Context: an optimization exercise on an open-source flow, tuned for small area. The choices shown serve that exercise and are no tape-out recipe. Only simulation tests tie the RTL to the original design; equivalence was not proved. No driver is modelled on the clock port, so clock power and skew are understated where the tree is cut down; a real chip needs a root buffer or a tree. Power and IR drop assume default switching activity.

lane 3:
==> flow/design.v <==
module tap_controller (
    input  wire clk,
    input  wire rst,
    input  wire tick,
    input  wire raw_in,
    output wire out1,
    output wire out2,
    output wire out3
);
    reg       db;
    reg [2:0] dbc;
    reg [2:0] cnt;      
    reg [8:0] tmr_r;
    localparam [8:0] T_POL = 9'b010101010;
    wire [8:0] tmr = tmr_r ^ T_POL;
    reg [2:0] out_r;
    wire busy   = |out_r;
    wire sample = tick & ~busy;
    wire diff   = raw_in ^ db;
    wire full   = diff & (&dbc);           
    wire rise   = full & raw_in;
    localparam [8:0] T_LOAD = 9'b111010011;
    wire t_end  = &{~tmr[8], ~tmr[7], ~tmr[6], tmr[5], tmr[4], ~tmr[3], tmr[2], ~tmr[0]};
    wire t_end3 = &{tmr[8], tmr[7], ~tmr[6], tmr[5], ~tmr[3], ~tmr[0]};
    wire [8:0] tmr_adv = {tmr[7], ~tmr[8], tmr[5:0], tmr[6] ^ (tmr[1] | ~tmr[0])};
    wire cnt_nz = cnt[1] | cnt[0];
    wire cnt_2  = cnt[1] & ~cnt[0];
    wire cnt_3  = cnt[2] & ~cnt[1];
    wire cnt_4  = ~cnt[2] & cnt[1] & cnt[0];
    wire expire = cnt_nz & ~rise & t_end;
    wire done   = out_r[2] ? t_end3 : t_end;
    always @(posedge clk) begin
        if (tick)
            tmr_r <= ((sample & rise) ? T_LOAD : tmr_adv) ^ T_POL;
    end
    always @(posedge clk) begin
        if (rst) begin
            db    <= 1'b0;
            dbc   <= 3'd0;
            cnt   <= 3'd0;
            out_r <= 3'b000;
        end else if (sample) begin
            db  <= db ^ full;
            dbc <= diff ? dbc + 3'd1 : 3'd0;
            if (rise)
                cnt <= {cnt[1:0], cnt[2] | cnt[1] | ~cnt[0]};
            else if (expire)
                cnt <= 3'd0;
            if (expire)
                out_r <= {cnt_4, cnt_3, cnt_2};
        end else if (tick & done) begin
            out_r <= 3'b000;
        end
    end
    assign out1 = out_r[0];
    assign out2 = out_r[1];
    assign out3 = out_r[2];
endmodule
clock: 10.0 ns
lec_check: 0
cap_margin: 20
core_area: 2 2 62 62
die_area: 0 0 64 64
slew_margin: 20
standard.sh (not shown) runs the stock make flow with config.mk's settings and CLKGATE_MAP_FILE= SYNTH_SCRIPT=/design/flow/synth_recipe.tcl, a recipe that flattens the netlist after the stock synthesis.
==> flow/flow/run.sh <==
#!/bin/bash
# Own layout flow.
#  1. the standard synthesis (standard.sh synth), unchanged.
#  2. The combinational logic of that netlist is mapped again for area by
#     ABC, once with each script in abc_scripts.txt; the smallest result is
#     kept if Yosys proves it equivalent to the standard netlist (else the
#     standard netlist is kept). The registers are left as they are: same
#     cells, same instance names.
#  3. the standard layout of that netlist (standard.sh), with the input
#     and output ports buffered by the smallest buffer.
# Each tool writes its full output to a log file of its own here.
set -euo pipefail
W=$(pwd)
F=$W/flow
R=$W/orfs/results/$FLOW_PLATFORM/tap_controller/base
LIB=$FLOW_HOME/platforms/$FLOW_PLATFORM/lib/sky130_fd_sc_hd__tt_025C_1v80.lib

bash standard.sh synth > $W/flow_1_synth.log 2>&1
cp $R/1_2_yosys.v $W/netlist_standard.v

# The library's cells as Verilog modules: all of them (for the proof) and
# the combinational ones (for techmap).
yosys -q -l $W/flow_2_cells.log -p "read_liberty -ignore_miss_func $LIB; write_verilog -noattr $W/cells_all.v" > /dev/null 2>&1
python3 $F/split_cells.py $W/cells_all.v $W/cells_comb.v \
    $FLOW_HOME/platforms/$FLOW_PLATFORM/config.mk $W/dont_use.txt > $W/flow_3_split.log 2>&1

mkdir -p $W/remap
i=0
while IFS= read -r S; do
  i=$((i + 1))
  echo "$S" > $W/remap/abc_$i.script
  sed -e "s|@LIB@|$LIB|g" -e "s|@IN@|$W/netlist_standard.v|" \
      -e "s|@COMB@|$W/cells_comb.v|" -e "s|@SCRIPT@|$W/remap/abc_$i.script|" \
      -e "s|@DONT_USE@|$(cat $W/dont_use.txt)|" -e "s|@OUT@|$W/remap/netlist_$i.v|" \
      $F/remap.ys > $W/remap/remap_$i.ys
done < $F/abc_scripts.txt
seq 1 $i | xargs -P ${NUM_CORES:-4} -I{} sh -c \
  "timeout 300 yosys -l $W/remap/flow_4_remap_{}.log -s $W/remap/remap_{}.ys > /dev/null 2>&1 || true"

python3 $F/pick.py $W/remap $i > $W/flow_5_pick.log 2>&1
BEST=$(tail -1 $W/flow_5_pick.log)
CHOSEN=$W/netlist_standard.v
if [[ -n "$BEST" ]]; then
  sed -e "s|@CELLS@|$W/cells_all.v|" -e "s|@GOLD@|$W/netlist_standard.v|" \
      -e "s|@GATE@|$W/remap/netlist_$BEST.v|" $F/equiv.ys > $W/equiv.ys
  if yosys -l $W/flow_6_equiv.log -s $W/equiv.ys > /dev/null 2>&1; then
    CHOSEN=$W/remap/netlist_$BEST.v
  fi
fi
echo "chosen: $CHOSEN" >> $W/flow_5_pick.log

# Hand the chosen netlist to the rest of the standard flow.
cp $CHOSEN $W/netlist_chosen.v
cp $CHOSEN $R/1_2_yosys.v
rm -f $R/1_synth.odb $R/1_synth.sdc
BUFFER_PORTS_ARGS="-buffer_cell sky130_fd_sc_hd__buf_1" \
    bash standard.sh > $W/flow_7_layout.log 2>&1
Other scripts of this flow, unchanged in this note and not shown: flow/flow/abc_scripts.txt, flow/flow/equiv.ys, flow/flow/pick.py, flow/flow/remap.ys, flow/flow/split_cells.py
The final layout from lane 3, which completed every stage, passed the timing, DRC and antenna checks at the end of the flow.
The inputs of lane 2 differ from those of lane 3 as listed below.
-- flow/flow/run.sh --
<<< lane 3, line 8
#     cells, same instance names.
#  3. the standard layout of that netlist (standard.sh), with the input
#     and output ports buffered by the smallest buffer.
# Each tool writes its full output to a log file of its own here.
set -euo pipefail
>>> lane 2, line 8
#     cells, same instance names.
#  3. the standard layout of that netlist (standard.sh), with the input
#     and output ports buffered by the smallest buffer, and after CTS the
#     root clock buffer removed (post_cts.tcl).
# Each tool writes its full output to a log file of its own here.
set -euo pipefail
<<< lane 3, line 54
cp $CHOSEN $R/1_2_yosys.v
rm -f $R/1_synth.odb $R/1_synth.sdc
BUFFER_PORTS_ARGS="-buffer_cell sky130_fd_sc_hd__buf_1" \
    bash standard.sh > $W/flow_7_layout.log 2>&1
>>> lane 2, line 55
cp $CHOSEN $R/1_2_yosys.v
rm -f $R/1_synth.odb $R/1_synth.sdc
BUFFER_PORTS_ARGS="-buffer_cell sky130_fd_sc_hd__buf_1" POST_CTS_TCL=$F/post_cts.tcl \
    bash standard.sh > $W/flow_7_layout.log 2>&1
==> flow/flow/post_cts.tcl (new file) <==
set block [ord::get_db_block]
set clk_net [[$block findBTerm clk] getNet]

proc is_clock_cell {inst} {
  set m [[$inst getMaster] getName]
  return [expr {[string match "sky130_fd_sc_hd__clkbuf_*" $m] || [string match "sky130_fd_sc_hd__clkinv_*" $m]}]
}
proc out_net {inst} {
  foreach it [$inst getITerms] {
    if {[$it isOutputSignal]} { return [$it getNet] }
  }
  return "NULL"
}
proc is_dummy {inst} {
  set n [out_net $inst]
  return [expr {[is_clock_cell $inst] && ($n eq "NULL" || [llength [$n getITerms]] <= 1)}]
}

set loads [$clk_net getITerms]
if {[llength $loads] != 1} {
  puts "post_cts: clock port drives [llength $loads] pins; left as it is"
  return
}
set root [[lindex $loads 0] getInst]
set root_net [out_net $root]
set leaves {}
set dummies {}
set ok [is_clock_cell $root]
foreach it [$root_net getITerms] {
  set inst [$it getInst]
  if {$inst == $root} { continue }
  if {[is_dummy $inst]} {
    lappend dummies $inst
  } elseif {[is_clock_cell $inst] && [$it isInputSignal]} {
    lappend leaves $it
  } else {
    set ok 0
  }
}
if {!$ok || [llength $leaves] < 1 || [llength $leaves] > 4} {
  puts "post_cts: tree not as expected; left as it is"
  return
}
foreach inst $dummies { odb::dbInst_destroy $inst }
foreach it $leaves {
  $it disconnect
  $it connect $clk_net
}
# dummy loads on the leaf nets
foreach it $leaves {
  set n [out_net [$it getInst]]
  foreach sit [$n getITerms] {
    set sinst [$sit getInst]
    if {$sinst != [$it getInst] && [is_dummy $sinst]} { odb::dbInst_destroy $sinst }
  }
}
[$root findITerm A] disconnect
odb::dbInst_destroy $root
odb::dbNet_destroy $root_net
puts "post_cts: removed root buffer [llength $dummies] dummy loads; clock port drives [llength $leaves] leaf buffers"
Results
Lane 2 has proportion of cell area occupied by multi-input gates above what lane 3 had. Compared with lane 3, lane 2 instantiates a smaller number of cells. Compared lane 2 vs lane 3, and final instance area is down in lane 2. On sequential power, lane 2 and lane 3 are neck and neck. Count of clock-buffer cells in the layout was higher in lane 3 than in lane 2.

## afterwards: timing with drivers on the ports
The flow's constraints put no driver on any port. The routed layouts listed below were extracted and timed again, unchanged, in two steps.
Step 1 sets driving cells, clkbuf_16 on the clock port and buf_2 on the other inputs (assumed; they add their load-dependent delay and slew).
Step 2 moves the port delays by t, midway between the first and last clock arrival at a register: inputs arrive t later, outputs are due t later. That takes back most of the time a late clock gives input paths.
Three values: no drivers, after step 1, after step 2; two values: the first two.
| run | t (ns) | setup slack, ns | pins driven straight from the clock port |
|---|---|---|---|
| lane 3 | 0.299 | 5.638 / 5.623 / 5.324 | 1 |
| lane 2 | 0.178 | 5.485 / 5.477 / 5.298 | 2 |
After both steps setup and hold are still met in every run listed. For lane 3, which loses most, drivers alone change the setup slack by -0.015 ns; drivers and shift together by -0.314 ns.
